What follows belongs to an exercise in optimizing a design on an open flow for small area, a short achievable clock period and few clock cycles per item; a production flow would make more cautious choices.
Function was checked by simulation only, so behaviour that the tests miss may differ from the original.

File: design/flow/config.mk
export PLATFORM = sky130hd
export DESIGN_NAME = pvss_ladder
export DESIGN_NICKNAME = pvss_ladder
export VERILOG_FILES = /design/flow/design.v
export SDC_FILE = /design/flow/constraint.sdc
export NUM_CORES = 4
export LEC_CHECK = 0
export CAP_MARGIN = 20
export CELL_PAD_IN_SITES_DETAIL_PLACEMENT = 1
export CELL_PAD_IN_SITES_GLOBAL_PLACEMENT = 2
export CORE_MARGIN = 2
export CORE_UTILIZATION = 25
export PLACE_DENSITY = 0.35
export SETUP_SLACK_MARGIN = 5
export SLEW_MARGIN = 20
File: design/flow/constraint.sdc
create_clock -name core_clock -period 12.0 [get_ports {clk}]
set_input_delay 2.4000 -clock core_clock [delete_from_list [all_inputs] [get_ports {clk}]]
set_output_delay 2.4000 -clock core_clock [all_outputs]
set_load 0.01 [all_outputs]
File: design/flow/design.v
module pvss_ladder #(
    parameter W = 64
) (
    input  wire         clk,
    input  wire         rst,
    input  wire         start,
    input  wire [W-1:0] p,
    input  wire [W-1:0] a24,
    input  wire [W-1:0] x,
    input  wire [W-1:0] k,
    output wire         ready,
    output reg          done,
    output reg  [2:0]   ecode,
    output wire [W-1:0] x0,
    output wire [W-1:0] z0,
    output wire [W-1:0] x1,
    output wire [W-1:0] z1
);
    localparam [2:0] E_OK = 3'd0, E_PARAM = 3'd3, E_DEGEN = 3'd4;
    localparam NC = 18;                     
    localparam SW = W + 7;                  
    localparam VW = W + 1;                  
    localparam OW = W + 2;                  
    localparam AW = W + 4;                  
    localparam [1:0] S_IDLE = 2'd0,
                     S_DBL  = 2'd1,         
                     S_MUL  = 2'd2,         
                     S_FIN  = 2'd3;
    localparam [2:0] R_CIN  = 3'd0,         
                     R_1    = 3'd1,
                     R_2    = 3'd2,
                     R_3    = 3'd3,
                     R_COUT = 3'd4;         
    reg [1:0]    state;
    reg          rdy;
    reg [W-1:0]  pr, kr;
    reg [VW-1:0] xm, a24m;
    reg [VW-1:0] ax, az, bx, bz, t0, t1;    
    reg [6:0]    nbits;                 
    reg [7:0]    dcnt;
    reg [4:0]    cnt;                   
    reg [2:0]    rnd;
    reg          kbit;                  
    reg          fin2;
    wire [VW-1:0] pv = {1'b0, pr};
    wire [VW-1:0] gx0 = kbit ? bx : ax;
    wire [VW-1:0] gz0 = kbit ? bz : az;
    wire [VW-1:0] gx1 = kbit ? ax : bx;
    wire [VW-1:0] gz1 = kbit ? az : bz;
    wire [VW-1:0] fx0 = (gx0 == pv) ? {VW{1'b0}} : gx0;
    wire [VW-1:0] fz0 = (gz0 == pv) ? {VW{1'b0}} : gz0;
    wire [VW-1:0] fx1 = (gx1 == pv) ? {VW{1'b0}} : gx1;
    wire [VW-1:0] fz1 = (gz1 == pv) ? {VW{1'b0}} : gz1;
    reg [3:0]    mp;                    
    assign ready = rdy;
    assign x0 = ax[W-1:0];
    assign z0 = az[W-1:0];
    assign x1 = bx[W-1:0];
    assign z1 = bz[W-1:0];
    function [3:0] mp_of(input [3:0] pl);
        reg [3:0] y;
        begin
            y = pl;                          
            y = y * (4'd2 - pl * y);         
            mp_of = 4'd0 - y;
        end
    endfunction
    wire [OW-1:0] p2m = {1'b0, pr, 1'b0};
    reg f_cin, f_out, f_r2, f_r3;
    always @(posedge clk) begin
        f_cin <= (state == S_DBL);
        f_out <= (state == S_MUL) && (rnd == R_CIN || rnd == R_3) && (nbits == 7'd0);
        f_r2  <= (rnd == R_1);
        f_r3  <= (rnd == R_2);
    end
    wire [OW-1:0] alu_p1;
    pvss_ladder_lazyas u_p1 (.a(f_r3 ? t1 : ax), .b(f_r3 ? bz : az), .sub(1'b0),
                             .m2(p2m), .y(alu_p1));
    wire [OW-1:0] alu_m1;
    pvss_ladder_lazyas u_m1 (.a(ax), .b(az), .sub(1'b1), .m2(p2m), .y(alu_m1));
    wire [OW-1:0] alu_p2;
    pvss_ladder_lazyas u_p2 (.a(bx), .b(bz), .sub(1'b0), .m2(p2m), .y(alu_p2));
    wire          m2_t = f_r2 || f_r3;
    wire [OW-1:0] alu_m2;
    pvss_ladder_lazyas u_m2 (.a(m2_t ? t0 : bx), .b(m2_t ? t1 : bz), .sub(1'b1), .m2(p2m), .y(alu_m2));
    wire [W:0]    d2  = {t1[W-1:0], 1'b0};
    wire [W+1:0]  d2p = {1'b0, d2} - {2'b00, pr};
    wire [W-1:0]  dbl_y = d2p[W+1] ? d2[W-1:0] : d2p[W-1:0];
    localparam [OW-1:0] ONE = {{(OW-1){1'b0}}, 1'b1};
    reg [OW-1:0] oa0, ob0, oa1, ob1, oa2, ob2, oa3, ob3;
    always @* begin
        oa0 = alu_p1; ob0 = alu_p1;         
        oa1 = alu_m1; ob1 = alu_m1;         
        oa2 = alu_m1; ob2 = alu_p2;         
        oa3 = alu_p1; ob3 = alu_m2;         
        if (f_cin) begin                    
            oa0 = {1'b0, xm};   ob0 = {1'b0, t1};
            oa1 = {1'b0, a24m}; ob1 = {1'b0, t1};
        end else if (f_out) begin           
            oa0 = {1'b0, ax};   ob0 = ONE;
            oa1 = {1'b0, az};   ob1 = ONE;
            oa2 = {1'b0, bx};   ob2 = ONE;
            oa3 = {1'b0, bz};   ob3 = ONE;
        end else if (f_r2) begin            
            oa0 = alu_m2;       ob0 = {1'b0, a24m};    
            oa1 = {1'b0, t0};   ob1 = {1'b0, t1};      
            oa2 = alu_p1;       ob2 = alu_p1;          
            oa3 = alu_m1;       ob3 = alu_m1;          
        end else if (f_r3) begin            
            oa0 = alu_m2;       ob0 = alu_p1;          
            oa1 = {1'b0, xm};   ob1 = {1'b0, az};      
        end
    end
    reg  [AW-1:0] ma0, ma1, ma2, ma3;
    reg  [OW-1:0] mb0, mb1, mb2, mb3;
    reg  [SW-1:0] ms0, mc0, ms1, mc1, ms2, mc2, ms3, mc3;
    reg           mn0, mn1, mn2, mn3;
    wire [SW-1:0] ns0, nc0, ns1, nc1, ns2, nc2, ns3, nc3;
    wire          nn0, nn1, nn2, nn3;
    wire [VW-1:0] res0, res1, res2, res3;
    pvss_ladder_mstep u_s0 (.a(ma0[3:0]), .b(mb0), .s(ms0), .c(mc0), .ci(mn0),
                            .m(pr), .mp(mp), .ns(ns0), .nc(nc0), .nci(nn0));
    pvss_ladder_mstep u_s1 (.a(ma1[3:0]), .b(mb1), .s(ms1), .c(mc1), .ci(mn1),
                            .m(pr), .mp(mp), .ns(ns1), .nc(nc1), .nci(nn1));
    pvss_ladder_mstep u_s2 (.a(ma2[3:0]), .b(mb2), .s(ms2), .c(mc2), .ci(mn2),
                            .m(pr), .mp(mp), .ns(ns2), .nc(nc2), .nci(nn2));
    pvss_ladder_mstep u_s3 (.a(ma3[3:0]), .b(mb3), .s(ms3), .c(mc3), .ci(mn3),
                            .m(pr), .mp(mp), .ns(ns3), .nc(nc3), .nci(nn3));
    pvss_ladder_mres u_r0 (.s(ms0), .c(mc0), .ci(mn0), .y(res0));
    pvss_ladder_mres u_r1 (.s(ms1), .c(mc1), .ci(mn1), .y(res1));
    pvss_ladder_mres u_r2 (.s(ms2), .c(mc2), .ci(mn2), .y(res2));
    pvss_ladder_mres u_r3 (.s(ms3), .c(mc3), .ci(mn3), .y(res3));
    reg wb;                             
    reg load;                           
    always @(posedge clk) begin
        ms0 <= ns0; mc0 <= nc0; mn0 <= nn0; ma0 <= ma0 >> 4;
        ms1 <= ns1; mc1 <= nc1; mn1 <= nn1; ma1 <= ma1 >> 4;
        ms2 <= ns2; mc2 <= nc2; mn2 <= nn2; ma2 <= ma2 >> 4;
        ms3 <= ns3; mc3 <= nc3; mn3 <= nn3; ma3 <= ma3 >> 4;
        if (load) begin
            ms0 <= {SW{1'b0}}; mc0 <= {SW{1'b0}}; mn0 <= 1'b0;
            ms1 <= {SW{1'b0}}; mc1 <= {SW{1'b0}}; mn1 <= 1'b0;
            ms2 <= {SW{1'b0}}; mc2 <= {SW{1'b0}}; mn2 <= 1'b0;
            ms3 <= {SW{1'b0}}; mc3 <= {SW{1'b0}}; mn3 <= 1'b0;
            ma0 <= oa0; mb0 <= ob0;
            ma1 <= oa1; mb1 <= ob1;
            ma2 <= oa2; mb2 <= ob2;
            ma3 <= oa3; mb3 <= ob3;
        end
        wb   <= (state == S_MUL) && (cnt == NC - 1);
        load <= ((state == S_MUL) && (cnt == NC)) ||
                ((state == S_DBL) && (dcnt == 8'd135));
        if (rst) begin
            wb    <= 1'b0;
            load  <= 1'b0;
            state <= S_IDLE;
            rdy   <= 1'b1;
            done  <= 1'b0;
            ecode <= E_OK;
        end else begin
            case (state)
                S_IDLE: begin
                    if (start) begin
                        rdy   <= 1'b0;
                        done  <= 1'b0;
                        ecode <= E_OK;
                        pr    <= p;
                        xm    <= {1'b0, x};
                        a24m  <= {1'b0, a24};
                        kr    <= k;
                        nbits <= W;
                        dcnt  <= 8'd0;
                        t1    <= {{(VW-1){1'b0}}, 1'b1};
                        state <= S_DBL;
                    end
                end
                S_DBL: begin
                    if (nbits != 7'd0 && !kr[W-1]) begin
                        kr    <= {kr[W-2:0], 1'b0};
                        nbits <= nbits - 7'd1;
                    end
                    dcnt <= dcnt + 8'd1;
                    mp   <= mp_of(pr[3:0]);
                    fin2 <= 1'b1;
                    if (dcnt == 8'd0 && pr[W-1:1] == {(W-1){1'b0}}) begin
                        ecode <= E_PARAM;
                        state <= S_FIN;
                    end else if (dcnt == 8'd0 && pr[W-1]) begin
                        t1   <= {2'b01, {(W-1){1'b0}}};
                        dcnt <= W - 1;
                    end else if (dcnt == 8'd136) begin
                        cnt   <= 5'd0;
                        rnd   <= R_CIN;
                        state <= S_MUL;
                    end else begin
                        t1 <= {1'b0, dbl_y};
                        if (dcnt == 8'd68)
                            t0 <= t1;
                    end
                end
                S_MUL: begin
                    cnt  <= cnt + 5'd1;
                    fin2 <= 1'b0;
                    if (wb) begin
                        case (rnd)
                            R_CIN: begin
                                xm   <= res0;
                                a24m <= res1;
                                ax   <= res0;
                                az   <= t0;
                                bx   <= t0;
                                bz   <= {VW{1'b0}};
                                kbit <= 1'b1;
                                if (nbits != 7'd0) begin
                                    kr    <= {kr[W-2:0], 1'b0};
                                    nbits <= nbits - 7'd1;
                                end
                            end
                            R_1: begin
                                t0 <= res0;                            
                                t1 <= res1;                            
                                ax <= res2;                            
                                az <= res3;                            
                            end
                            R_2: begin
                                bz <= res0;                            
                                ax <= res1;                            
                                bx <= res2;                            
                                az <= res3;                            
                            end
                            R_3: begin
                                if (nbits != 7'd0 && kr[W-1] != kbit) begin
                                    ax <= bx;  az <= res1;
                                    bx <= ax;  bz <= res0;
                                end else begin
                                    az <= res0;                        
                                    bz <= res1;                        
                                end
                                if (nbits != 7'd0) begin
                                    kbit  <= kr[W-1];
                                    kr    <= {kr[W-2:0], 1'b0};
                                    nbits <= nbits - 7'd1;
                                end
                            end
                            default: begin                             
                                ax    <= res0;
                                az    <= res1;
                                bx    <= res2;
                                bz    <= res3;
                                state <= S_FIN;
                            end
                        endcase
                    end
                    if (load) begin
                        cnt <= 5'd0;
                        if (f_out)
                            rnd <= R_COUT;
                        else if (rnd == R_CIN || rnd == R_3)
                            rnd <= R_1;
                        else
                            rnd <= rnd + 3'd1;
                    end
                end
                default: begin  
                    fin2 <= 1'b1;
                    if (!fin2) begin
                        ax <= fx0;
                        az <= fz0;
                        bx <= fx1;
                        bz <= fz1;
                    end else begin
                        if (ecode == E_OK &&
                            (xm == {VW{1'b0}} || xm == pv ||
                             (ax == {VW{1'b0}} && az == {VW{1'b0}}) ||
                             (bx == {VW{1'b0}} && bz == {VW{1'b0}})))
                            ecode <= E_DEGEN;
                        done  <= 1'b1;
                        rdy   <= 1'b1;
                        state <= S_IDLE;
                    end
                end
            endcase
        end
    end
endmodule
module pvss_ladder_padd #(
    parameter N = 67
) (
    input  wire [N-1:0] a,
    input  wire [N-1:0] b,
    input  wire         ci,
    output wire [N-1:0] y
);
    reg [N-1:0] g, p;
    integer l, i, j;
    always @* begin
        g = a & b;
        p = a ^ b;
        g[0] = g[0] | (p[0] & ci);
        for (l = 0; (1 << l) < N; l = l + 1)
            for (i = 0; i < N; i = i + 1)
                if ((i >> l) & 1) begin
                    j = ((i >> l) << l) - 1;
                    g[i] = g[i] | (p[i] & g[j]);
                    p[i] = p[i] & p[j];
                end
    end
    assign y = a ^ b ^ {g[N-2:0], ci};
endmodule
module pvss_ladder_lazyas #(
    parameter W = 64
) (
    input  wire [W:0]   a,
    input  wire [W:0]   b,
    input  wire         sub,
    input  wire [W+1:0] m2,
    output wire [W+1:0] y
);
    localparam N = W + 2;
    wire [N-1:0] av = {1'b0, a};
    wire [N-1:0] bv = sub ? ~{1'b0, b} : {1'b0, b};
    wire [N-1:0] mv = sub ? m2 : {N{1'b0}};
    wire [N-1:0] xs = av ^ bv ^ mv;
    wire [N-1:0] xc = ((av & bv) | (av & mv) | (bv & mv)) << 1;
    pvss_ladder_padd #(.N(N)) u_a (.a(xs), .b(xc), .ci(sub), .y(y));
endmodule
module pvss_ladder_mres #(
    parameter W = 64
) (
    input  wire [W+6:0] s,
    input  wire [W+6:0] c,
    input  wire         ci,
    output wire [W:0]   y
);
    pvss_ladder_padd #(.N(W + 1)) u_s (.a(s[W:0]), .b(c[W:0]), .ci(ci), .y(y));
endmodule
module pvss_ladder_mstep #(
    parameter W = 64
) (
    input  wire [3:0]   a,
    input  wire [W+1:0] b,
    input  wire [W+6:0] s,
    input  wire [W+6:0] c,
    input  wire         ci,
    input  wire [W-1:0] m,
    input  wire [3:0]   mp,
    output wire [W+6:0] ns,
    output wire [W+6:0] nc,
    output wire         nci
);
    localparam SW = W + 7;
    localparam BW = W + 2;
    localparam RW = W + 11;
    wire [3:0] sl = s[3:0] + c[3:0] + {3'b000, ci};
    wire [7:0] qf = sl * mp;
    wire [3:0] q  = qf[3:0];
    function [RW-1:0] c3s(input [RW-1:0] x, input [RW-1:0] y, input [RW-1:0] z);
        c3s = x ^ y ^ z;
    endfunction
    function [RW-1:0] c3c(input [RW-1:0] x, input [RW-1:0] y, input [RW-1:0] z);
        c3c = ((x & y) | (x & z) | (y & z)) << 1;
    endfunction
    wire [RW-1:0] r0 = {{(RW-SW){1'b0}}, s};
    wire [RW-1:0] r1 = {{(RW-SW){1'b0}}, c};
    wire [RW-1:0] r2 = a[0] ? {{(RW-BW-4){1'b0}}, b, 4'b0000}  : {RW{1'b0}};
    wire [RW-1:0] r3 = a[1] ? {{(RW-BW-5){1'b0}}, b, 5'b00000} : {RW{1'b0}};
    wire [RW-1:0] r4 = a[2] ? {{(RW-BW-6){1'b0}}, b, 6'b000000} : {RW{1'b0}};
    wire [RW-1:0] r5 = a[3] ? {{(RW-BW-7){1'b0}}, b, 7'b0000000} : {RW{1'b0}};
    wire [RW-1:0] r6 = q[0] ? {{(RW-W){1'b0}}, m}          : {RW{1'b0}};
    wire [RW-1:0] r7 = q[1] ? {{(RW-W-1){1'b0}}, m, 1'b0}  : {RW{1'b0}};
    wire [RW-1:0] r8 = q[2] ? {{(RW-W-2){1'b0}}, m, 2'b00} : {RW{1'b0}};
    wire [RW-1:0] r9 = q[3] ? {{(RW-W-3){1'b0}}, m, 3'b000} : {RW{1'b0}};
    wire [RW-1:0] u1 = c3s(r0, r1, r2), v1 = c3c(r0, r1, r2) | {{(RW-1){1'b0}}, ci};
    wire [RW-1:0] u2 = c3s(r3, r4, r5), v2 = c3c(r3, r4, r5);
    wire [RW-1:0] u3 = c3s(u1, v1, u2), v3 = c3c(u1, v1, u2);
    wire [RW-1:0] u4 = c3s(u3, v3, v2), v4 = c3c(u3, v3, v2);
    wire [RW-1:0] u5 = c3s(r6, r7, r8), v5 = c3c(r6, r7, r8);
    wire [RW-1:0] u6 = c3s(u4, v4, r9), v6 = c3c(u4, v4, r9);
    wire [RW-1:0] u7 = c3s(u5, v5, u6), v7 = c3c(u5, v5, u6);
    wire [RW-1:0] u8 = c3s(u7, v7, v6), v8 = c3c(u7, v7, v6);
    assign ns  = u8[SW+3:4];
    assign nc  = v8[SW+3:4];
    assign nci = |(u8[3:0] | v8[3:0]);
endmodule
File: design/flow/run.sh
#!/bin/bash
# synth_recipe.tcl (not shown) runs the flow's synth.tcl, then flattens the netlist and writes it again
# the make line also repeats each setting of config.mk as NAME=value (left out here)
make -C /OpenROAD-flow-scripts/flow DESIGN_CONFIG=/design/flow/config.mk WORK_HOME=/design/flow/orfs CLKGATE_MAP_FILE= SYNTH_SCRIPT=/design/flow/synth_recipe.tcl finish
==> results.txt, run 1 <==
status=failed layout checks; Failing Checks=max-capacitance violations, max-slew violations; vias in the first global route=168.8k; final worst slack=4977 ps; DRC viols=0; largest net degree at the start of global routing=139; Worst R2R Setup Slack=4980 ps; Clock Skew=79.08 ps; Final Max Slew Viols=1; Die ar.=753300 um^2; number of clock sinks=1785; leading cell type in the layout, fill and taps excluded=inv_1; drt via density=5.422; cts hold-fix bufs=0; WL/cell=43.47 um; fin crit share=58.53%; grt total ovfl=0; Final min period=7023 ps; Pre-antenna DRT Iters=9; PortBufs=519; register area share after synthesis=24.20%; top_reg_cell synth=edfxtp_1; Fin. Hold Viols=0; Critical Path AT=7910 ps; critical setup path kind=register to register; CP endpoint kind=register; Worst setup endpoint=ma0[64]$_SDFF_PN0_; via count=168.8k; Clock Path Buffers=4; die height=867.9 um; DRT Wirelength=1353000 um; clock latency on the worst-skew pair=1090 ps; hold crit path type=register to register; HPWL Detailed=1082000 um; Finish-stage setup viols=0; nets@finish=24.21k; kind of start point of the critical path=register; ys async rst share=0%; post-route insts no fill=31.12k; most frequent cells in the layout=3668 x inv_1, 2249 x fa_1, 1559 x nand2_1; #FFs+latches synth=1785; layout cells sized above 1=9.030%; cell area after synthesis=186600 um^2; worst r2r path cells=23; Initial Utilization=25.06%; row cnt=317; final hold slack=422.9 ps; die width=867.9 um; CP max FO=83; GP Congestion=1.012; fill count=84.61k; Fmax achieved=0.1424 GHz; worst setup path startpoint=f_r2$_DFF_P_; Core Util, Final=29.18%; Top Ports=520; DR WL met3=134200 um; Max Cap Viol=1; YS warnings=4; post-route ant nets=0; first-pass GRT wire length=1746000 um; Slew headroom=-0.4441%; Synth cell types=102; H-Tree Depth=5; RSZ-0062 raised after global routing=yes; cells after synthesis=20.49k; GRT Overall Usage=35.00%; dpl cell area=206300 um^2; syn nets=23.87k; Setup Slack @ Placement=3899 ps; Area Overhead vs Synth=16.41%; met2 WL=524700 um; reg2reg end=ma0[64]$_SDFF_PN0_; EDFF count, synth=941; core area=744500 um^2; CTS tree=built; CP required=12880 ps; Avg Inst Size Synth=9.108 um^2; DR iter-0 viols=23.02k; Num CTS Buffers=295; Placed Cells=30.40k; Post-Layout Inst Area=217200 um^2; WL met1=622400 um; top sig layer=met5; Setup TNS Final=0 ps; RR Startpoint=f_r2$_DFF_P_; initial antenna violation count=364; Root Buffer=clkbuf_16; worst slew pin tran=1507 ps; CTS clk-pin slew, worst paths=60 ps
## synth_stat cells (90+ instances only)
cell / n / area (um^2)
a211oi_1: 92 / 690.7
a21o_1: 186 / 1396
a21oi_1: 872 / 4364
a221oi_1: 128 / 1121
a22oi_1: 155 / 1164
and2_1: 1415 / 8852
and3_1: 323 / 2021
buf_1: 95 / 356.6
buf_4: 267 / 2004
clkbuf_1: 939 / 3525
dfxtp_1: 844 / 16900
edfxtp_1: 941 / 28260
fa_1: 2255 / 45140
ha_1: 873 / 10920
inv_1: 3675 / 13790
mux2_2: 216 / 2432
mux2i_1: 422 / 4224
nand2_1: 1576 / 5916
nand3_1: 131 / 655.6
nand4_1: 104 / 650.6
nor2_1: 708 / 2658
nor2b_1: 633 / 3960
nor3_1: 129 / 645.6
nor4_1: 167 / 1045
o21a_1: 90 / 675.7
o21ai_0: 935 / 4679
o21bai_1: 94 / 705.7
o22ai_1: 339 / 2121
xnor2_1: 500 / 4379
xor2_1: 264 / 2312
## sequential cells by signal, summed over array words and instances, names as in the netlist, 66 cells and up
signal  count
mc0        71
mc1        71
mc2        71
mc3        71
ms0        70
ms1        70
ms2        70
ms3        70
ma0        66
ma1        66
ma2        66
ma3        66
mb0        66
mb1        66
mb2        66
mb3        66
## worst max-delay path, stage by stage (launching register included)
cell and delay (ps):
dfxtp_4 620, inv_6 230, nand2_8 310, buf_12 290, o21ai_0 240, fa_1 430, ha_1 420, a2111oi_0 380
o21ai_0 170, o21ai_0 310, nor2b_1 170, o31ai_2 460, o21ai_4 190, a21oi_2 280, buf_4 190, a21oi_2 100
a21oi_1 250, o21ai_0 140, a21o_1 220, fa_1 500, nor2_1 130, a211oi_1 60, a211oi_1 280, nor3_1 70
## what timing repair did
action	CTS	global route
setup buffers	10	2
pin swaps	1	1
setup endpoints to repair	42	13
cloned	0	1
resized for setup	22	14
## kinds of logic after synthesis
kind of cell / after synthesis / synth area share, %
buf+inv: 5025 / 10.67
fa+ha+maj: 3128 / 30.05
xor+xnor: 765 / 3.595
mux: 639 / 3.575
simple gates: 5418 / 15.02
compound gates: 3727 / 12.89
flops: 1785 / 24.20
## final cells by class
cell class	instances	area (um^2)	area share, %
Timing Repair Buffer	1380	12090	5.567
Antenna cell	171	427.9	0.1970
Sequential cell	1785	45210	20.81
Inverter	3681	13860	6.380
Tap cell	9889	12370	5.696
Multi-Input combinational cell	13680	123400	56.82
Clock buffer	413	8330	3.835
Clock inverter	125	1494	0.6878
## metal layers
layer / GRT usage, % / vias to the layer above
li1: - / 67460
met1: 51.22 / 90300
met2: 47.65 / 9146
met3: 9.593 / 1797
met4: 14.89 / 56
met5: 0 / -
## how the worst min path moves through the flow
stage	start	end	slack, ps	cells past startpoint
detailed placement	ma2[57]$_DFF_P_	ma2[53]$_DFF_P_	430	1
floorplan	ma0[14]$_DFF_P_	ma0[10]$_DFF_P_	410	1
CTS	ma0[20]$_DFF_P_	ma0[16]$_DFF_P_	430	1
finish	ma0[20]$_DFF_P_	ma0[16]$_DFF_P_	420	1
global route	ma0[20]$_DFF_P_	ma0[16]$_DFF_P_	440	1
global placement	ma3[22]$_DFF_P_	ma3[18]$_DFF_P_	430	1
Testbench counts, summed over its fixed seeds: cycles 249,288, items 64.
==> inputs of run 2 (changes only) <==
--- a/design/flow/config.mk
+++ b/design/flow/config.mk
@@ -5,11 +5,11 @@
 export SDC_FILE = /design/flow/constraint.sdc
 export NUM_CORES = 4
 export LEC_CHECK = 0
-export CAP_MARGIN = 20
+export CAP_MARGIN = 40
 export CELL_PAD_IN_SITES_DETAIL_PLACEMENT = 1
 export CELL_PAD_IN_SITES_GLOBAL_PLACEMENT = 2
 export CORE_MARGIN = 2
 export CORE_UTILIZATION = 25
 export PLACE_DENSITY = 0.35
 export SETUP_SLACK_MARGIN = 5
-export SLEW_MARGIN = 20
+export SLEW_MARGIN = 40
==> run 2 against run 1 <==
The run now finishes clean. Core utilization increased by 0.34 points. Clock skew increased by 15 ps. Count of clock-buffer cells in the layout increased by 17. Critical path type unchanged. Largest cell class unchanged. Highest routed layer unchanged.
==> results.txt, run 2 <==
drt via density=5.407 (-0.29%); leading cell type in the layout, fill and taps excluded=inv_1; GRT Overall Usage=35.00% (about the same); number of clock sinks=1785 (unchanged); Root Buffer=clkbuf_16; worst r2r path cells=25 (+8.7%); Avg Inst Size Synth=9.108 um^2 (unchanged); share of the synthesized area in the top cell type=24.19% (unchanged); WL/cell=43.31 um (-0.38%); Synth area leader=fa_1; top_reg_cell synth=edfxtp_1; Clock Path Buffers=4 (unchanged); cells after synthesis=20.49k (unchanged); Commonest cells post-synth=3675 x inv_1, 2255 x fa_1, 1576 x nand2_1, 1415 x and2_1, 941 x edfxtp_1; nets@finish=24.25k (+0.18%); clock latency on the worst-skew pair=1100 ps (about the same); Top Ports=520 (unchanged); hold crit path type=register to register; CP endpoint kind=register; largest net degree at the start of global routing=107 (-23%); Final min period=7052 ps (+28.82 ps); via count=168.6k (-0.070%); fill count=84.48k (-0.16%); fin crit share=58.77% (+0.24 points); H-Tree Depth=5 (unchanged); worst slew pin tran=1059 ps (-447.7 ps); critical setup path kind=register to register; Pre-antenna DRT Iters=8 (-1); CP max FO=29 (-65%); layout cells sized above 1=9.986% (+0.96 points); EDFF count, synth=941 (unchanged); initial antenna violation count=351 (-3.6%); area of the multi-input gates=125000 um^2 (+1.3%); CP required=12880 ps (about the same); RSZ-0062 raised after global routing=yes; Fin. Hold Viols=0 (unchanged); most frequent cells in the layout=3666 x inv_1, 2244 x fa_1, 1559 x nand2_1; DR iter-0 viols=21.86k (-5.0%); Die ar.=753300 um^2 (unchanged); HPWL Detailed=1085000 um (+0.27%); kind of start point of the critical path=register; Final Max Slew Viols=0 (-1); die width=867.9 um (unchanged); Finish-stage setup viols=0 (unchanged); Fmax achieved=0.1418 GHz (-0.41%); GP Congestion=1.012 (unchanged); vias in the first global route=169.2k (+0.27%); first-pass GRT wire length=1746000 um (about the same); Initial Utilization=25.06% (unchanged); YS warnings=4 (unchanged); core area=744500 um^2 (unchanged); Max Cap Viol=0 (-1); grt total ovfl=0 (unchanged); Num CTS Buffers=296 (+0.34%); DRT Wirelength=1351000 um (-0.15%); Core Util, Final=29.52% (+0.34 points); Synth cell types=102 (unchanged); Clock Skew=94.29 ps (+15.21 ps); DRC viols=0 (unchanged); Area Overhead vs Synth=17.78%; Synth area leaders=fa_1 24%, edfxtp_1 15%, dfxtp_1 9.1%; post-route ant nets=0 (unchanged); die height=867.9 um (unchanged); Critical Path AT=7930 ps (+20 ps); most common cell in the netlist=inv_1; row cnt=317 (unchanged); syn nets=23.87k (unchanged); Reg area=45210 um^2 (about the same); CTS tree=built; Slew headroom=28.75% (+29 points); ys async rst share=0% (unchanged); PortBufs=519 (unchanged); #FFs+latches synth=1785 (unchanged); status=no timing/DRC/antenna violations; cell area after synthesis=186600 um^2 (unchanged); CTS clk-pin slew, worst paths=60 ps (about the same); Setup TNS Final=0 ps (unchanged); register area share after synthesis=24.20% (unchanged); Hold Crit Depth=2 (+1)
-- run 2: cell counts after synthesis --
Identical to the previous run, type by type.
-- run 2: worst paths after layout --
kind	slack, ps	to	from
worst min-delay path	430	ma3[3]$_DFF_P_	ma3[7]$_DFF_P_
worst min register to register	430	ma3[3]$_DFF_P_	ma3[7]$_DFF_P_
worst max register to register	4950	ma0[64]$_SDFF_PN0_	f_r2$_DFF_P_
worst max-delay path	4950	ma0[64]$_SDFF_PN0_	f_r2$_DFF_P_
-- run 2: stage by stage --
step	std cells	setup slack [ps]	instance area [um^2]	hold WS [ps]
final	31190	4948	219800	428.3
after global routing	31020	4881	219300	466.0
after CTS	30980	4853	218600	430.5
after detailed placement	30430	3927	208600	427.4
after global placement	30390	3462	206200	428.2
after floorplan	20490	4805	186700	405.2
-- run 2: layout make-up --
| class | instances | area share (%) |
|---|---|---|
| inverter | 3681 | 6.306 |
| multi-input combinational | 13680 | 56.89 |
| clock buffer | 430 | 3.901 |
| antenna | 194 | 0.2209 |
| sequential | 1785 | 20.57 |
| clock inverter | 113 | 0.5528 |
| tap | 9889 | 5.630 |
| timing repair buffer | 1423 | 5.925 |
-- run 2: worst max-delay path, cell delays in order, from the launching register on --
cell and delay [ps]:
dfxtp_4 440, inv_6 300, nand2_8 270, nand2_1 170, nand2_1 70, ha_1 330
inv_1 90, fa_1 570, nor2b_1 220, o2111ai_1 170, a32o_1 430, o32a_1 640
o31a_1 400, buf_4 200, o21ai_4 300, a21oi_1 200, buf_4 200, a21oi_2 290
a21oi_1 160, o21ai_0 200, a21o_1 170, fa_1 410, nor2_1 140, a211oi_1 60
a211oi_1 260, nor3_1 70
-- run 2: timing repair --
item | 4_1_cts | 5_1_grt
pin swaps | 1 | 0
setup endpoints to repair | 23 | 16
setup buffers | 6 | 6
hold buffers | 0 | 0
resized for setup | 17 | 14
-- run 2: logic make-up after synthesis --
logic type,after synthesis,synth area share [%]
AO/OA/AOI/OAI,3727,12.89
XOR/XNOR,765,3.595
adder cells (fa/ha/maj),3128,30.05
buffers and inverters,5025,10.67
flip-flops,1785,24.20
multiplexers,639,3.575
AND/OR/NAND/NOR,5418,15.02
-- run 2: layer usage --
layer	up-vias	track usage, %	part of all wire, %
met5	-	0.01905	0.036
met3	1863	9.609	9.8
li1	67540	-	-
met1	90380	51.20	46
met4	68	15.94	5.5
met2	8792	47.18	38
==> inputs of run 3 (changes only) <==
==> design/flow/flow/run.sh (new file) <==
#!/bin/bash
set -euo pipefail
bash standard.sh SETUP_SLACK_MARGIN=6.5 finish > standard.log 2>&1
==> design/flow/standard.sh (new file) <==
#!/bin/bash
# synth_recipe.tcl (not shown) runs the flow's synth.tcl, then flattens the netlist and writes it again
# the make line also repeats each setting of config.mk as NAME=value (left out here)
make -C /OpenROAD-flow-scripts/flow DESIGN_CONFIG=/design/flow/config.mk WORK_HOME=/design/flow/orfs CLKGATE_MAP_FILE= SYNTH_SCRIPT=/design/flow/synth_recipe.tcl "${@:-finish}"
--- a/design/flow/config.mk
+++ b/design/flow/config.mk
@@ -11,5 +11,4 @@
 export CORE_MARGIN = 2
 export CORE_UTILIZATION = 25
 export PLACE_DENSITY = 0.35
-export SETUP_SLACK_MARGIN = 5
 export SLEW_MARGIN = 40
removed: design/flow/run.sh
==> run 3 against run 2 <==
Sequential share of layout area shrank 1.1 points. Die area is the same. Synthesized cell count is the same. First-iteration DRC count grew 6.6%. Count of clock-buffer cells in the layout shrank 15. Clock skew shrank 7.0 ps. Register-to-register slack gained 930 ps. Sequential cell count is the same. Critical path depth shrank 12. Final area grew 5.8%. Routed wire length grew 4.3%. Still clean on timing, DRC and antenna. Largest cell class unchanged. Highest routed layer unchanged.
==> results.txt, run 3 <==
status=no timing/DRC/antenna violations; CP required=12900 ps (+20 ps); Area Overhead vs Synth=24.67%; Fin. Hold Viols=0 (unchanged); vias in the first global route=171.1k (+1.1%); met1 usage=52.87% (+1.7 points); Die ar.=753300 um^2 (unchanged); clock latency on the worst-skew pair=1070 ps (-30 ps); PortBufs=519 (unchanged); critical path's slowest cell=fa_1; Root Buffer=clkbuf_16; CP Cell Sequence=buf_12, and2_1, fa_1, inv_1, fa_1, inv_1, fa_1, inv_1, fa_1, fa_2, clkinvlp_4, fa_1, nor2b_1; top_reg_cell synth=edfxtp_1; CP max FO=36 (+24%); DRT Wirelength=1409000 um (+4.3%); compound-gate portion of the synthesized area=12.89% (unchanged); Post-Synth Adder-Cell Area=30.05% (unchanged); kind of start point of the critical path=register; syn nets=23.87k (unchanged); Avg Inst Size Synth=9.108 um^2 (unchanged); area of the multi-input gates=129900 um^2 (+3.9%); Final Max Slew Viols=0 (unchanged); max incr delay on CP=980 ps (+340 ps); critical setup path kind=register to register; layout cells sized above 1=17.32% (+7.3 points); WP buf/inv=5 (+1); leading cell type in the layout, fill and taps excluded=inv_1; largest family of logic cells by synthesized area=adder cells; core area=744500 um^2 (unchanged); post-route ant nets=0 (unchanged); met3 GRT Util=10.52% (+0.91 points); most frequent cell on the critical path=fa_1; fill count=83.80k (-0.80%); ys async rst share=0% (unchanged); Critical Path AT=7020 ps (-910 ps); most common cell in the netlist=inv_1; row cnt=317 (unchanged); met2 usage=49.06% (+1.9 points); register area share after synthesis=24.20% (unchanged); multiplexer share of the synthesized area=3.575% (unchanged); EDFF count, synth=941 (unchanged); YS warnings=4 (unchanged); die height=867.9 um (unchanged); Top Ports=520 (unchanged); Post-Synth Simple-Gate Area=15.02% (unchanged); CTS clk-pin slew, worst paths=70 ps (about the same); Commonest cells post-synth=3675 x inv_1, 2255 x fa_1, 1576 x nand2_1, 1415 x and2_1, 941 x edfxtp_1; Reg area=45230 um^2 (about the same); CP endpoint kind=register; GRT Overall Usage=36.26% (+1.3 points); RSZ-0062 raised after global routing=yes; Slew headroom=26.39% (-2.4 points); worst slew pin tran=1094 ps (+35.15 ps); most frequent cells in the layout=3429 x inv_1, 1999 x fa_1, 1396 x and2_1; cell area after synthesis=186600 um^2 (unchanged); xor/xnor share of the synthesized area=3.595% (unchanged); Synth area leader=fa_1; CTS tree=built; Pre-antenna DRT Iters=6 (-2); Clock Path Buffers=4 (unchanged); first-pass GRT wire length=1800000 um (+3.1%); drt via density=5.444 (+0.69%); Fmax achieved=0.1634 GHz (+15%); DRC viols=0 (unchanged); Setup TNS Final=0 ps (unchanged); Num CTS Buffers=294 (-0.68%); initial antenna violation count=343 (-2.3%); Synth area leaders=fa_1 24%, edfxtp_1 15%, dfxtp_1 9.1%; GP Congestion=1.013 (about the same); #FFs+latches synth=1785 (unchanged); WL/cell=44.39 um (+2.5%); Initial Utilization=25.06% (unchanged); Worst path top cell family by delay=adder cells; Max Cap Viol=0 (unchanged); Clock Skew=87.25 ps (-7.039 ps); Final min period=6122 ps (-930.3 ps); share of the synthesized area in the top cell type=24.19% (unchanged); largest net degree at the start of global routing=107 (unchanged); fin crit share=51.01% (-7.8 points); via count=172.8k (+2.5%); nets@finish=24.80k (+2.3%); DR iter-0 viols=23.29k (+6.6%); busiest grt layer=met1; grt total ovfl=0 (unchanged); die width=867.9 um (unchanged); hold crit path type=register to register; HPWL Detailed=1100000 um (+1.4%); H-Tree Depth=5 (unchanged); Synth cell types=102 (unchanged); cells after synthesis=20.49k (unchanged); number of clock sinks=1785 (unchanged); Finish-stage setup viols=0 (unchanged)
-- run 3: cell counts after synthesis --
No cell type changed its count.
-- run 3: kinds of logic (layout without fill, tap and decap cells) --
logic type,count (synthesis),in the layout
AND/OR/NAND/NOR,5418,5419
buffers and inverters,5025,6197
AO/OA/AOI/OAI,3727,3727
adder cells (fa/ha/maj),3128,3128
flip-flops,1785,1785
XOR/XNOR,765,765
multiplexers,639,639
other,0,194
-- run 3: timing repair --
item | CTS | global route
cloned | 45 | 18
hold buffers | 0 | 0
pin swaps | 206 | 605
resized for setup | 514 | 1264
setup buffers | 214 | 246
setup endpoints to repair | 1282 | 679
-- run 3: cell type report --
cell class	instances	area share [%]
clock buffers	415	3.668
multi-input cells	13680	55.84
inverters	3681	6.043
flip-flops and latches	1785	19.44
diodes	194	0.2087
repair buffers	1977	8.917
clock inverters	124	0.5632
well taps	9889	5.319
-- run 3: stage by stage --
stage          hold slack (ps)  setup slack [ps]  area (um^2)  cells  utilization, %
3_5_place_dp             430.4              4433       209300  30480           28.12
6_report                 444.9              5878       232600  31740           31.25
5_1_grt                  454.2              5869       232200  31580           31.19
4_1_cts                  445.9              6041       224500  31280           30.16
3_3_place_gp             435.6              4049       206400  30420           27.73
2_1_floorplan            405.2              4805       186700  20490               -
-- run 3: metal layers --
| layer | wire length [um] | share of wire (%) |
|---|---|---|
| met5 | 417 | 0.030 |
| met3 | 147400 | 10 |
| met4 | 75010 | 5.3 |
| met2 | 544000 | 39 |
| met1 | 642300 | 46 |
-- run 3: path summary, 6_finish.rpt --
kind / to / slack (ps) / from / cells past startpoint
worst max-delay path: ms1[33]$_SDFF_PP0_ / 5880 / ma1[3]$_DFF_P_ / 13
worst min-delay path: ma1[44]$_DFF_P_ / 440 / ma1[48]$_DFF_P_ / 1
worst max register to register: ms1[33]$_SDFF_PP0_ / 5880 / ma1[3]$_DFF_P_ / 13
worst min register to register: ma1[44]$_DFF_P_ / 440 / ma1[48]$_DFF_P_ / 1
==> inputs of run 4 (changes only) <==
==> design/flow/run.sh (new file) <==
#!/bin/bash
# synth_recipe.tcl (not shown) runs the flow's synth.tcl, then flattens the netlist and writes it again
# the make line also repeats each setting of config.mk as NAME=value (left out here)
make -C /OpenROAD-flow-scripts/flow DESIGN_CONFIG=/design/flow/config.mk WORK_HOME=/design/flow/orfs CLKGATE_MAP_FILE= SYNTH_SCRIPT=/design/flow/synth_recipe.tcl finish
==> design/flow/config.mk (replaced) <==
export PLATFORM = sky130hd
export DESIGN_NAME = pvss_ladder
export DESIGN_NICKNAME = pvss_ladder
export VERILOG_FILES = /design/flow/design.v
export SDC_FILE = /design/flow/constraint.sdc
export NUM_CORES = 4
export LEC_CHECK = 0
export CAP_MARGIN = 20
export CORE_MARGIN = 2
export CORE_UTILIZATION = 30
export MIN_ROUTING_LAYER = met2
export SETUP_SLACK_MARGIN = 5
export SLEW_MARGIN = 20
removed: design/flow/flow/run.sh
removed: design/flow/standard.sh
==> run 4 against run 3 <==
The flow now stops in 5_1_grt. Area after synthesis unchanged. Synthesized cell count is the same.
==> results.txt, run 4 <==
syn nets=23.87k (unchanged); Root Buffer=clkbuf_16; share of the synthesized area in the top cell type=24.19% (unchanged); die height=792.7 um (-8.7%); cells after synthesis=20.49k (unchanged); Avg Inst Size Synth=9.108 um^2 (unchanged); Clock Path Buffers=4 (unchanged); #FFs+latches synth=1785 (unchanged); Error=[ERROR GRT-0116] Global routing finished with congestion. Check the congestion regions in the DRC Viewer.; YS warnings=4 (unchanged); Placed Cells=28.91k (-5.1%); top_reg_cell synth=edfxtp_1; number of clock sinks=1785 (unchanged); most common cell in the netlist=inv_1; register area share after synthesis=24.20% (unchanged); die width=792.7 um (-8.7%); EDFF count, synth=941 (unchanged); PortBufs=519 (unchanged); H-Tree Depth=5 (unchanged); HPWL Detailed=1111000 um (+1.1%); Synth area leader=fa_1; ys async rst share=0% (unchanged); Num CTS Buffers=284 (-3.4%); first-pass GRT wire length=2280000 um; grt total ovfl=5158; GP Congestion=1.203 (+19%); largest net degree at the start of global routing=149; vias in the first global route=290.3k; Synth cell types=102 (unchanged); row cnt=289 (-8.8%); Setup Slack @ Placement=3706 ps (-726.7 ps); Stopped at=5_1_grt; cell area after synthesis=186600 um^2 (unchanged); Synth area leaders=fa_1 24%, edfxtp_1 15%, dfxtp_1 9.1%; status=aborted with a tool error; Initial Utilization=30.12% (+5.1 points); Top Ports=520 (unchanged); Commonest cells post-synth=3675 x inv_1, 2255 x fa_1, 1576 x nand2_1, 1415 x and2_1, 941 x edfxtp_1; GRT Overall Usage=77.91%
-- run 4: cell counts after synthesis --
No cell type changed its count.
-- run 4: metal layers --
layer / track usage [%] / GRT overflow
met5: 69.80 / 608
met4: 51.88 / 135
met3: 91.50 / 4255
met2: 80.51 / 160
met1: - / -
-- run 4: repair_timing --
item                                    4_1_cts
buffers inserted                              7
hold buffers                                  0
gates resized for setup                      26
endpoints found under the setup margin      284
pin swaps                                     2
cloned                                        3
-- run 4: worst max-delay path by stage --
stage / startpoint / end / cells past startpoint
2_1_floorplan: rst / a24m[0]$_DFFE_PP_ / 2
3_5_place_dp: f_r3$_DFF_P_ / mb2[65]$_DFFE_PP_ / 21
3_3_place_gp: f_r3$_DFF_P_ / mb0[64]$_DFFE_PP_ / 22
4_1_cts: f_r3$_DFF_P_ / ma0[64]$_SDFF_PN0_ / 23
-- run 4: cells by family after synthesis --
kind of cell	Yosys count	share of synthesized area, %
buffers and inverters	5025	10.67
multiplexers	639	3.575
adder cells (fa/ha/maj)	3128	30.05
XOR/XNOR	765	3.595
AND/OR/NAND/NOR	5418	15.02
flip-flops	1785	24.20
AO/OA/AOI/OAI	3727	12.89
-- run 4: through the flow --
stage | util (%) | area, um^2 | hold WS, ps
after floorplan | - | 186700 | 405.2
after global placement | 33.14 | 205200 | 420.9
after detailed placement | 33.18 | 205500 | 418.2
after CTS | 34.75 | 215200 | 429.3
==> inputs of run 5 (changes only) <==
==> design/flow/flow/run.sh (new file) <==
#!/bin/bash
set -euo pipefail
bash standard.sh SETUP_SLACK_MARGIN=6.5 FASTROUTE_TCL="$PWD/flow/fastroute.tcl" finish > standard.log 2>&1
==> design/flow/flow/fastroute.tcl (new file) <==
# Global routing capacities: leave more room on the lower layers for the
# detailed router (the platform default reduces every layer by only 20%).
set_global_routing_layer_adjustment met1 0.7
set_global_routing_layer_adjustment met2 0.5
set_global_routing_layer_adjustment met3-met5 0.3
set_routing_layers -clock met3-met5
set_routing_layers -signal met1-met5
==> design/flow/standard.sh (new file) <==
#!/bin/bash
# synth_recipe.tcl (not shown) runs the flow's synth.tcl, then flattens the netlist and writes it again
# the make line also repeats each setting of config.mk as NAME=value (left out here)
make -C /OpenROAD-flow-scripts/flow DESIGN_CONFIG=/design/flow/config.mk WORK_HOME=/design/flow/orfs CLKGATE_MAP_FILE= SYNTH_SCRIPT=/design/flow/synth_recipe.tcl "${@:-finish}"
--- a/design/flow/config.mk
+++ b/design/flow/config.mk
@@ -8,6 +8,4 @@
 export CAP_MARGIN = 20
 export CORE_MARGIN = 2
 export CORE_UTILIZATION = 30
-export MIN_ROUTING_LAYER = met2
-export SETUP_SLACK_MARGIN = 5
 export SLEW_MARGIN = 20
removed: design/flow/run.sh
==> run 5 against run 4 <==
The run again fails in 5_1_grt. Synthesized cell count stayed put. Area after synthesis stayed put.
==> results.txt, run 5 <==
status=aborted with a tool error; Stopped at=5_1_grt; Error=[ERROR GRT-0116] Global routing finished with congestion. Check the congestion regions in the DRC Viewer.; cells after synthesis=20.49k (unchanged); die width=792.7 um (unchanged); Top Ports=520 (unchanged); row cnt=289 (unchanged); cell area after synthesis=186600 um^2 (unchanged); YS warnings=4 (unchanged); ys async rst share=0% (unchanged); Avg Inst Size Synth=9.108 um^2 (unchanged); H-Tree Depth=5 (unchanged); Synth area leaders=fa_1 24%, edfxtp_1 15%, dfxtp_1 9.1%; EDFF count, synth=941 (unchanged); GP Congestion=1.169 (-2.8%); most common cell in the netlist=inv_1; Num CTS Buffers=279 (-1.8%); largest net degree at the start of global routing=108; Root Buffer=clkbuf_16; #FFs+latches synth=1785 (unchanged); Synth area leader=fa_1; Clock Path Buffers=4 (unchanged); GRT Overall Usage=77.12%; top_reg_cell synth=edfxtp_1; Commonest cells post-synth=3675 x inv_1, 2255 x fa_1, 1576 x nand2_1, 1415 x and2_1, 941 x edfxtp_1; dpl cell area=205800 um^2 (+0.12%); first-pass GRT wire length=2011000 um; Initial Utilization=30.12% (unchanged); register area share after synthesis=24.20% (unchanged); syn nets=23.87k (unchanged); Synth cell types=102 (unchanged); PortBufs=519 (unchanged); number of clock sinks=1785 (unchanged); HPWL Detailed=1153000 um (+3.7%); share of the synthesized area in the top cell type=24.19% (unchanged); Setup Slack @ Placement=3413 ps (-292.5 ps); cts hold-fix bufs=0 (unchanged); grt total ovfl=16; vias in the first global route=217.5k; die height=792.7 um (unchanged)
[run 5: kinds of logic after synthesis]
kind of cell               count (synthesis)  synth area share (%)
muxes                                    639                 3.575
buffers and inverters                   5025                 10.67
AOI/OAI and AO/OA                       3727                 12.89
xor gates and xnor gates                 765                 3.595
adders and majority gates               3128                 30.05
DFF                                     1785                 24.20
and+or+nand+nor                         5418                 15.02
[run 5: what timing repair did]
item / CTS
endpoints found under the setup margin: 1303
pin swaps: 415
endpoints found under the hold margin: 0
setup buffers: 319
resized for setup: 1128
gates cloned: 43
[run 5: how the worst max path moves through the flow]
stage	startpoint	endpoint	slack (ps)
CTS	f_r2$_DFF_P_	ma0[64]$_SDFF_PN0_	5860
global placement	f_r2$_DFF_P_	ma0[64]$_SDFF_PN0_	2840
floorplan	rst	a24m[0]$_DFFE_PP_	4810
detailed placement	f_r2$_DFF_P_	ma0[64]$_SDFF_PN0_	3410
[run 5: metal layers]
| metal | GRT overflow | global-route usage, % |
|---|---|---|
| met4 | 10 | 67.09 |
| met5 | 0 | 61.83 |
| met1 | 2 | 81.82 |
| met3 | 4 | 77.15 |
| met2 | 0 | 82.97 |
[run 5: stage by stage]
step,cells,hold slack [ps]
CTS,29820,439.3
global placement,28940,419.3
floorplan,20490,405.2
detailed placement,28950,423.7

==> re-timing with driven ports <==
The results above use ideal ports. As a check the final layouts listed here were re-extracted and re-timed, cells and wires unchanged. Step 1, drivers: a clkbuf_16 drives clk and a buf_2 each remaining input, both assumed. Step 2 adds t to the input delays and takes it off the output delays; t is the mean of the earliest and latest rising clock arrival at the registers after step 1. Input paths then give back, and output paths get back, about the clock's delay inside the block. Slacks: ideal / step 1 / step 2; pairs: ideal / step 1.
run | t, ns | setup WS [ns] | worst setup path after step 2 | worst slew at a driven data input, ns
run 1 | 1.218 | 4.977 / 4.977 / 4.977 | register to register | 0.16
run 2 | 1.212 | 4.948 / 4.948 / 4.948 | register to register | 0.15
run 3 | 1.172 | 5.878 / 5.878 / 5.878 | register to register | 0.21
